From an optimization exercise on the open Yosys and OpenROAD flow, aimed at small area, a short achievable clock period and few clock cycles; shortcuts taken in it are not production practice.
Where RTL was checked, it was by simulation tests only, not by an equivalence proof against the original.
Power figures rest on the tool's default switching activity, not on a simulated workload.

Setup of sierra:
## cf2_blframer
module cf2_blframer (
    input  wire        clk,
    input  wire        rst,           
    input  wire        boot_stay,     
    input  wire [31:0] app_word,      
    input  wire        rx_valid,
    input  wire [7:0]  rx_data,
    output wire        rx_ready,      
    output reg         tx_valid,
    output reg  [7:0]  tx_data,
    input  wire        tx_ready,
    output reg         stg_we,
    output reg         stg_re,
    output reg  [13:0] stg_addr,
    output reg  [7:0]  stg_wdata,
    input  wire [7:0]  stg_rdata,
    output reg         fc_we,
    output reg  [1:0]  fc_reg,        
    output wire [31:0] fc_addr,
    output wire [31:0] fc_wdata,
    input  wire        fc_busy,
    output reg         diag_valid,
    output reg  [1:0]  diag_code,     
    output wire        idle,
    output wire        app_mode,
    output wire        fault
);
Settings: LEC_CHECK=0, CAP_MARGIN=20, CORE_MARGIN=2, CORE_UTILIZATION=40, PLACE_DENSITY=0.6, SLEW_MARGIN=20; clock period 8.0 ns.
run.sh (not shown) runs the stock make flow with config.mk's settings and CLKGATE_MAP_FILE= SYNTH_SCRIPT=/design/flow/synth_recipe.tcl, a recipe that flattens the netlist after the stock synthesis.
Testbench counts of sierra, summed over its fixed seeds: cycles 41,977.
Inputs modified between sierra and juniper:
Settings: an added CTS_CLUSTER_SIZE of 30; an added SETUP_SLACK_MARGIN of 4.4.
Findings:
Against sierra, fmax in juniper rose by more than 10%. Setup slack of the critical path after layout on juniper is ahead of sierra. Against sierra, juniper comes in 0.8 points lower on part of the power in the clock network.


cf2_blframer, a different RTL version from the one above (not shown whole).
For scale: roughly 3300 cells after synthesis, roughly 1100 flip-flops, about 160 I/O pins, about 0.046 mm2 of cells after synthesis.
export LEC_CHECK = 0
export CAP_MARGIN = 20
export CORE_MARGIN = 2
export CORE_UTILIZATION = 40
export CTS_CLUSTER_DIAMETER = 80
export CTS_CLUSTER_SIZE = 25
export PLACE_DENSITY = 0.75
export SETUP_SLACK_MARGIN = 5.0
export SLEW_MARGIN = 20
create_clock -name core_clock -period 8.0 [get_ports {clk}]
standard.sh (not shown) runs the stock make flow with config.mk's settings and CLKGATE_MAP_FILE= SYNTH_SCRIPT=/design/flow/synth_recipe.tcl, a recipe that flattens the netlist after the stock synthesis.
==> flow/flow/run.sh <==
#!/bin/bash
# The standard layout, with plain buffers (buf_2) on the ports in place of the
# delay-cell buffers buffer_ports picks by default. Every port still gets its
# own buffer; all other steps are the standard.sh unchanged.
set -euo pipefail
bash standard.sh "BUFFER_PORTS_ARGS=-buffer_cell sky130_fd_sc_hd__buf_2" finish > standard_flow.log 2>&1
The baseline passed the timing, design-rule and antenna checks.
Testbench counts at the start, summed over its fixed seeds: cycles 41,977.
Next try:
CTS_CLUSTER_DIAMETER = 90   (was 80)
CTS_CLUSTER_SIZE = 30   (was 25)
PLACE_DENSITY = 0.6   (was 0.75)
Effect:
- The new run completed with no timing, DRC or antenna violations
- die area is unchanged
- sequential share of layout area shrinks by 0.16 points
- count of clock-buffer cells in the layout goes down by 10
- fmax shrinks by about 2%
- hold slack gains 20 ps
- via count shrinks by 2.7%
- synthesized area stays the same
- wire length increases by about 4.6%
- first-iteration DRC count came out lower by 29%


Setup of 02-18:
cf2_blframer, a different RTL version from the one above (not shown whole).
Size in the first run: about 2,900 cells after synthesis, about 1,100 flip-flops, ~47,000 sq um of cells after synthesis.
// cf2_blframer
module cf2_blframer (
    input  wire        clk,
    input  wire        rst,           
    input  wire        boot_stay,     
    input  wire [31:0] app_word,      
    input  wire        rx_valid,
    input  wire [7:0]  rx_data,
    output wire        rx_ready,      
    output reg         tx_valid,
    output reg  [7:0]  tx_data,
    input  wire        tx_ready,
    output reg         stg_we,
    output reg         stg_re,
    output reg  [13:0] stg_addr,
    output reg  [7:0]  stg_wdata,
    input  wire [7:0]  stg_rdata,
    output reg         fc_we,
    output reg  [1:0]  fc_reg,        
    output wire [31:0] fc_addr,
    output wire [31:0] fc_wdata,
    input  wire        fc_busy,
    output reg         diag_valid,
    output reg  [1:0]  diag_code,     
    output wire        idle,
    output wire        app_mode,
    output wire        fault
);
export LEC_CHECK = 0
export CAP_MARGIN = 20
export CORE_MARGIN = 2
export CORE_UTILIZATION = 40
export CTS_CLUSTER_DIAMETER = 80
export CTS_CLUSTER_SIZE = 25
export PLACE_DENSITY = 0.6
export SETUP_SLACK_MARGIN = 5.0
export SLEW_MARGIN = 20
create_clock -name core_clock -period 8.0 [get_ports {clk}]
Scripts as last shown in full above: flow/flow/run.sh
Changes in 01-16 relative to 02-18:
- changing SETUP_SLACK_MARGIN from 5.0 to 4.9
==> flow/run.sh (new file) <==
#!/bin/bash
# synth_recipe.tcl (not shown) runs the flow's synth.tcl, then flattens the netlist and writes it again
# the make line also repeats each setting of config.mk as NAME=value (left out here)
make -C /OpenROAD-flow-scripts/flow DESIGN_CONFIG=/design/flow/config.mk WORK_HOME=/design/flow/orfs CLKGATE_MAP_FILE= SYNTH_SCRIPT=/design/flow/synth_recipe.tcl finish
removed: flow/flow/run.sh
removed: flow/standard.sh
--- outcome ---
01-16 — share of the clock period used by the worst path 0.19 points lower, 02-18 as reference
Against 02-18, number of clock-tree buffers in the layout in 01-16 fell by a few percent.
01-16 ends up with higher worst hold slack than 02-18 does.
No run of this note included a check of the RTL's function; only the layout flow was run.

-- separate check: timing with driven ports --
The results above use ideal ports. As a check the final layouts listed here were re-extracted and re-timed, cells and wires unchanged.
Step 1 sets driving cells, clkbuf_16 on the clock port and buf_2 on the other inputs (assumed; they add their load-dependent delay and slew).
Step 2 also shifts input and output timing later by t, the mid clock arrival at the registers, as if the neighbouring blocks saw the same clock.
Three values: ideal ports, drivers, drivers and shift; two values: the first two.
run	shift t [ns]	setup WS [ns]	slew at the worst register clock pin (ns)	worst data-port slew with drivers (ns)
sierra	0.768	3.863 / 3.863 / 3.099	0.07 / 0.07	0.15
juniper	0.768	4.487 / 4.414 / 3.685	0.07 / 0.07	0.13
the first run of note 2	0.732	4.998 / 4.939 / 4.270	0.11 / 0.11	0.06
the second run of note 2	0.732	4.937 / 4.886 / 4.154	0.12 / 0.12	0.16
02-18	0.744	4.874 / 4.904 / 4.165	0.11 / 0.11	0.06
01-16	0.732	4.890 / 4.850 / 4.189	0.11 / 0.11	0.09
After both steps setup and hold are still met in every run listed. For juniper, which loses most, drivers alone change the setup slack by -0.073 ns; drivers and shift together by -0.802 ns.
